This is an optimization exercise on Yosys and OpenROAD, whose aim is small area, a short achievable clock period and few clock cycles, not a production implementation.
Function was checked by simulation only, so behaviour that the tests miss may differ from the original.

==> run a: inputs <==
==> flow/design.v (excerpt) <==
module core_bigint #(
    parameter W = 64
) (
    input  wire         clk,
    input  wire         rst,
    input  wire         start,
    input  wire [2:0]   op,
    input  wire [W-1:0] a,
    input  wire [W-1:0] b,
    input  wire [W-1:0] n,
    output wire         ready,
    output reg          done,
    output wire [W-1:0] result,
    output reg          err,
    output reg  [2:0]   cause
);
Settings: LEC_CHECK=0, CAP_MARGIN=20, CORE_MARGIN=2, CORE_UTILIZATION=30, PLACE_DENSITY=0.5, SLEW_MARGIN=20; clock period 12.5 ns.
run.sh (not shown) runs the stock make flow with config.mk's settings and CLKGATE_MAP_FILE= SYNTH_SCRIPT=/design/flow/synth_recipe.tcl, a recipe that flattens the netlist after the stock synthesis.
==> inputs of run b, as changes to run a <==
--- a/flow/design.v
+++ b/flow/design.v
@@ -308,39 +308,29 @@
     wire [W:0]   sc_n  = tc[K+W:K];
     wire [K-1:0] eout  = m_qy ? qv : ea;
     localparam F_RED  = 2'd0;    
     localparam F_SUB  = 2'd1;    
     localparam F_HALF = 2'd2;    
-    reg       fpsel, fqsel, fqinv, fqz, frinv;
+    reg       fpsel, fqsel, fqinv, fqz, frinv, fcin;
     reg [1:0] fmode;
-    always @(*) begin
-        fpsel = 1'b0; fqsel = 1'b0; fqinv = 1'b0; fqz = 1'b0; frinv = 1'b1;
-        fmode = F_RED;
-        if (st == S_DBL) begin
-            fqsel = 1'b1;                        
-        end else if (st == S_BIN) begin
-            frinv = 1'b0;
-            case (op_q)
-            O_H1:  begin fqz = 1'b1; fmode = F_HALF; end
-            O_H2:  begin fpsel = 1'b1; fqz = 1'b1; fmode = F_HALF; end
-            O_S12: begin fqinv = 1'b1; fmode = F_SUB; end
-            O_S21: begin fpsel = 1'b1; fqsel = 1'b1; fqinv = 1'b1; fmode = F_SUB; end
-            default: begin fqz = 1'b1; fmode = F_SUB; end
-            endcase
-        end else if (st == S_BINF) begin
-            fpsel = ~sw; fqz = 1'b1; frinv = 1'b0; fmode = F_SUB;    
-        end
-    end
+    reg [3:0] st_nx;
+    reg [2:0] opq_nx;
+    reg       sw_nx;
     wire [W:0]   fP  = fpsel ? SC : SS;
     wire [W:0]   fQ0 = fqsel ? SS : SC;
     wire [W+2:0] fQ  = fqz   ? {(W+3){1'b0}} :
                        fqinv ? {2'b11, ~fQ0} : {2'b00, fQ0};
     wire [W+2:0] fR  = frinv ? {3'b111, ~N} : {3'b000, N};
     wire [W+2:0] fPx = {2'b00, fP};
-    wire         fc1 = fqinv | (cin & (st == S_FIN));
-    wire [W+2:0] sum1 = fPx + fQ + {{(W+2){1'b0}}, fc1};
-    wire [W+2:0] sum2 = sum1 + fR + {{(W+2){1'b0}}, frinv};
+    wire         fc1 = fqinv | (cin & fcin);
+    wire         fc2 = fqinv | frinv;
+    wire [W+3:0] s1w  = {fPx, 1'b1} + {fQ, fc1};
+    wire [W+2:0] sum1 = s1w[W+3:1];
+    wire [W+2:0] fcs  = fPx ^ fQ ^ fR;
+    wire [W+2:0] fcc  = {((fPx[W+1:0] & fQ[W+1:0]) | (fPx[W+1:0] & fR[W+1:0]) | (fQ[W+1:0] & fR[W+1:0])), cin & fcin};
+    wire [W+3:0] s2w  = {fcs, 1'b1} + {fcc, fc2};
+    wire [W+2:0] sum2 = s2w[W+3:1];
     function [K-1:0] ymul;
         input [K-1:0] v;
         input [K-1:0] m;
         begin
             ymul = v * m;
@@ -405,42 +395,48 @@
         begin
             X      <= val;
             err    <= 1'b0;
             cause  <= C_NONE;
             done   <= 1'b1;
-            st     <= S_IDLE;
+            st_nx      = S_IDLE;
         end
     endtask
     task finish_err;
         input [2:0] c;
         begin
             X      <= {W{1'b0}};
             err    <= 1'b1;
             cause  <= c;
             done   <= 1'b1;
-            st     <= S_IDLE;
+            st_nx      = S_IDLE;
         end
     endtask
     task pass;
         input [1:0] m;
         input [3:0] af;
         begin
             mode <= m;
             aft  <= af;
             cin  <= 1'b0;
             cnt  <= {CW{1'b0}};
-            st   <= S_ENG;
+            st_nx    = S_ENG;
         end
     endtask
     always @(posedge clk) begin
         if (rst) begin
             st     <= S_IDLE;
+            st_nx   = S_IDLE;
+            opq_nx  = op_q;
+            sw_nx   = sw;
             done   <= 1'b0;
             nrm    <= 1'b0;
             err    <= 1'b0;
             cause  <= C_NONE;
         end else begin
+            st_nx  = st;
+            opq_nx = op_q;
+            sw_nx  = sw;
             done <= 1'b0;
             if (nrm) begin
                 E <= E << 1;
                 if (E[W-1])
                     nrm <= 1'b0;
@@ -453,76 +449,76 @@
                     opq   <= op;
                     pl    <= 1'b0;
                     U     <= a;
                     V     <= b;
                     N     <= n;
-                    st    <= S_DEC;
+                    st_nx     = S_DEC;
                 end
                 nrm  <= 1'b0;
                 mode <= M_MONT;
             end
             S_DEC: begin
                 s    <= 6'd0;
-                sw   <= 1'b0;
+                sw_nx    = 1'b0;
                 mmf  <= 1'b0;
                 evn  <= 1'b0;
                 pl   <= 1'b0;
-                op_q <= O_NOP;
+                opq_nx  = O_NOP;
                 case (opq)
                 OP_MONTMUL: begin
                     if (!N[0])
                         finish_err(C_INVALID);
                     else begin
                         X  <= U;
                         Y  <= V;
                         V  <= N;
                         SS <= {(W+1){1'b0}};
                         SC <= {(W+1){1'b0}};
-                        st <= S_MMW;         
+                        st_nx  = S_MMW;         
                     end
                 end
                 OP_MODEXP: begin
                     if (n_z)
                         finish_err(C_INVALID);
                     else if (v_z)
                         finish_ok({{(W-1){1'b0}}, ~n_one});
                     else if (!N[0]) begin
                         evn <= 1'b1;
-                        st  <= S_SHN;
+                        st_nx   = S_SHN;
                     end else begin
                         E  <= V;
-                        st <= S_YINIT;
+                        st_nx  = S_YINIT;
                     end
                 end
                 OP_MODINV: begin
                     if (n_z)
                         finish_err(C_INVALID);
                     else if (!N[0] && !U[0])
                         finish_err(C_ARITH);
                     else if (!N[0]) begin
                         evn <= 1'b1;
-                        st  <= S_SHN;
+                        st_nx   = S_SHN;
                     end else begin
                         V  <= N;
                         SS <= {{W{1'b0}}, ~n_one};
                         SC <= {(W+1){1'b0}};
-                        st <= S_BIN;
+                        st_nx  = S_BIN;
                     end
                 end
                 OP_GCD: begin
                     if (u_z || v_z)
                         finish_ok(bus);
                     else
-                        st <= S_GCD0;
+                        st_nx  = S_GCD0;
                 end
                 default: finish_err(C_UNSUP);
                 endcase
             end
             S_ENG: begin
                 cnt <= cnt + 1'b1;
                 if (last)
-                    st <= S_FIN;
+                    st_nx  = S_FIN;
                 if (aft == A_MM && cnt == {CW{1'b0}}) begin
                     mmf <= u_ge_v;           
                     U   <= Y;
                 end
                 if (aft == A_MM && cnt == {{(CW-1){1'b0}}, 1'b1})
@@ -607,11 +603,11 @@
                         if (ecnt == ((aft == A_MUL2) ? 6'd2 : 6'd1)) begin
                             if (pl) begin
                                 E  <= V;
                                 V  <= bus;
                                 pl <= 1'b0;
-                                st <= S_YINIT;
+                                st_nx  = S_YINIT;
                             end else begin
                                 X <= {{(W-1){1'b0}}, 1'b1};
                                 Y <= la;
                                 YM <= la_ym;
                                 pass(M_MONT, A_CONV);
@@ -624,18 +620,18 @@
                     end
                 end
                 A_CONV: begin
                     if (evn) begin
                         U  <= bus;
-                        st <= S_CRT;
+                        st_nx  = S_CRT;
                     end else
                         finish_ok(bus);
                 end
                 A_INV2: begin
                     V    <= bus;
                     mode <= M_PLAIN;         
-                    st   <= S_CRT;
+                    st_nx    = S_CRT;
                 end
                 A_CRT1: begin
                     SS <= {1'b0, bus};
                     SC <= {(W+1){1'b0}};
                     pass(M_PLAIN, A_CRT2);
@@ -646,11 +642,11 @@
             S_YINIT: begin
                 SS   <= N[W-1] ? {2'b01, {(W-1){1'b0}}} : {{W{1'b0}}, 1'b1};
                 dcnt <= N[W-1] ? 7'd17 : 7'd80;
                 ecnt <= 6'd63;
                 nrm  <= 1'b1;
-                st   <= S_DBL;
+                st_nx    = S_DBL;
             end
             S_DBL: begin
                 SS   <= {1'b0, bus};
                 dcnt <= dcnt - 1'b1;
                 if (dcnt == 7'd1) begin
@@ -664,43 +660,43 @@
             end
             S_SHN: begin
                 N <= N >> 1;
                 s <= s + 1'b1;
                 if (N[1])
-                    st <= S_EVN;
+                    st_nx  = S_EVN;
             end
             S_EVN: begin
                 if (opq == OP_MODINV) begin
                     Y  <= U;
                     YM <= ym_u;
                     V  <= N;
                     SS <= {{W{1'b0}}, ~n_one};
                     SC <= {(W+1){1'b0}};
-                    st <= S_BIN;
+                    st_nx  = S_BIN;
                 end else if (!U[0] && e_ge_s) begin
                     E  <= V;
                     V  <= {W{1'b0}};
-                    st <= S_YINIT;
+                    st_nx  = S_YINIT;
                 end else if (e_m == {W{1'b0}}) begin
                     E  <= V;
                     V  <= {{(W-1){1'b0}}, 1'b1};
-                    st <= S_YINIT;
+                    st_nx  = S_YINIT;
                 end else begin
                     E    <= e_m;
                     ecnt <= 6'd63;
                     nrm  <= 1'b1;
                     pl   <= 1'b1;
-                    st   <= S_ZN;
+                    st_nx    = S_ZN;
                 end
             end
             S_ZN: begin
                 if (!nrm) begin
                     if (ecnt == 6'd0) begin
                         E  <= V;
                         V  <= bus;         
                         pl <= 1'b0;
-                        st <= S_YINIT;
+                        st_nx  = S_YINIT;
                     end else begin
                         X  <= U;
                         Y  <= U;
                         YM <= ym_u;
                         SS <= {(W+1){1'b0}};
@@ -720,50 +716,50 @@
                 if (!U[0] && !V[0]) begin
                     U <= U >> 1;
                     V <= V >> 1;
                     s <= s + 1'b1;
                 end else
-                    st <= S_BIN;
+                    st_nx  = S_BIN;
             end
             S_BIN: begin
                 case (op_q)
                 O_H1, O_S12: SS <= {1'b0, fin_out};
                 O_H2, O_S21: SC <= {1'b0, fin_out};
                 default: ;
                 endcase
                 if (u_z) begin
-                    op_q <= O_NOP;
-                    st   <= S_BINF;
+                    opq_nx  = O_NOP;
+                    st_nx    = S_BINF;
                 end else if (!U[0]) begin
                     U    <= U >> 1;
-                    op_q <= sw ? O_H2 : O_H1;
+                    opq_nx  = sw ? O_H2 : O_H1;
                 end else if (!V[0]) begin
                     V    <= V >> 1;
-                    op_q <= sw ? O_H1 : O_H2;
+                    opq_nx  = sw ? O_H1 : O_H2;
                 end else if (u_ge_v) begin
                     U    <= is_gcd ? duv[W-1:1] : duv[W-1:0];
-                    op_q <= sw ? O_S21 : O_S12;
+                    opq_nx  = sw ? O_S21 : O_S12;
                 end else begin
                     U    <= V;
                     V    <= U;
-                    sw   <= ~sw;
-                    op_q <= O_NOP;
+                    sw_nx    = ~sw;
+                    opq_nx  = O_NOP;
                 end
             end
             S_BINF: begin
                 if (is_gcd)
-                    st <= S_GSH;
+                    st_nx  = S_GSH;
                 else if (!v_one)
                     finish_err(C_ARITH);
                 else if (!evn)
                     finish_ok(fin_out);
                 else begin
                     U    <= fin_out;
                     SS   <= {1'b0, {W{1'b1}}};
                     SC   <= {(W+1){1'b0}};
                     mode <= M_QY;        
-                    st   <= S_QW;
+                    st_nx    = S_QW;
                 end
             end
             S_MMW: begin
                 YM <= ym_y;
                 pass(M_MONT, A_MM);
@@ -778,12 +774,32 @@
                 else begin
                     V <= V << 1;
                     s <= s - 1'b1;
                 end
             end
-            default: st <= S_IDLE;
+            default: st_nx  = S_IDLE;
             endcase
+            st   <= st_nx;
+            op_q <= opq_nx;
+            sw   <= sw_nx;
+            fpsel <= 1'b0; fqsel <= 1'b0; fqinv <= 1'b0; fqz <= 1'b0; frinv <= 1'b1;
+            fcin  <= (st_nx == S_FIN);
+            fmode <= F_RED;
+            if (st_nx == S_DBL) begin
+                fqsel <= 1'b1;                       
+            end else if (st_nx == S_BIN) begin
+                frinv <= 1'b0;
+                case (opq_nx)
+                O_H1:  begin fqz <= 1'b1; fmode <= F_HALF; end
+                O_H2:  begin fpsel <= 1'b1; fqz <= 1'b1; fmode <= F_HALF; end
+                O_S12: begin fqinv <= 1'b1; fmode <= F_SUB; end
+                O_S21: begin fpsel <= 1'b1; fqsel <= 1'b1; fqinv <= 1'b1; fmode <= F_SUB; end
+                default: begin fqz <= 1'b1; fmode <= F_SUB; end
+                endcase
+            end else if (st_nx == S_BINF) begin
+                fpsel <= ~sw_nx; fqz <= 1'b1; frinv <= 1'b0; fmode <= F_SUB;    
+            end
             if (st == S_ENG) begin
                 SS  <= ss_n;
                 SC  <= sc_n;
                 cin <= cin_n;
                 X   <= {eout, X[W-1:K]};
--- a/flow/config.mk
+++ b/flow/config.mk
@@ -7,6 +7,7 @@
 export LEC_CHECK = 0
 export CAP_MARGIN = 20
 export CORE_MARGIN = 2
 export CORE_UTILIZATION = 30
 export PLACE_DENSITY = 0.5
+export SETUP_SLACK_MARGIN = 2.5
 export SLEW_MARGIN = 20
==> flow_summary.yaml <==
status:
  status: "timing/DRC/antenna clean"
place:
  post-place-ws_ns: 1.59
  placed_cell_area_mm2: 0.110
sta:
  rsz0062_at_grt: "false"
finish:
  sh_seq_area_pct: 16.9
  diodes: 69
[end of results for run a]
==> flow_summary.yaml <==
place:
  placed_cell_area_mm2: 0.111
critical_path:
  rr_worst_depth: 33
grt:
  grt_pass1_wl_mm: 878
finish:
  seq_cells: 650
  diodes: 64
  sh_seq_area_pct: 16.9
status:
  status: "timing/DRC/antenna clean"
detailed_routing:
  vias: 106000
[end of results for run b]
Testbench counts of run a, summed over its fixed seeds: cycles 144,036.
Testbench counts of run b, summed over its fixed seeds: cycles 144,036.

port drivers added, routing unchanged:
How much do the figures lean on ideal ports? The routed layouts below were timed once more, with nothing changed but the port constraints.
Step 1: set_driving_cell puts a clkbuf_16 on clk and a buf_2 on each other input, an assumption about the parent block.
Step 2 adds t to the input delays and takes it off the output delays; t is the mean of the earliest and latest rising clock arrival at the registers after step 1. Input paths then give back, and output paths get back, about the clock's delay inside the block.
Slacks: ideal / step 1 / step 2; pairs: ideal / step 1.
| run | shift t [ns] | slack for setup (ns) | worst setup path at the end | slew at the worst register clock pin (ns) | cell pins on the clock port's net |
|---|---|---|---|---|---|
| run a | 0.960 | 1.439 / 1.439 / 1.439 | register to register | 0.08 / 0.08 | 1 |
| run b | 1.019 | 2.844 / 2.844 / 2.844 | register to register | 0.07 / 0.07 | 1 |
After both steps setup and hold are still met in every run listed.
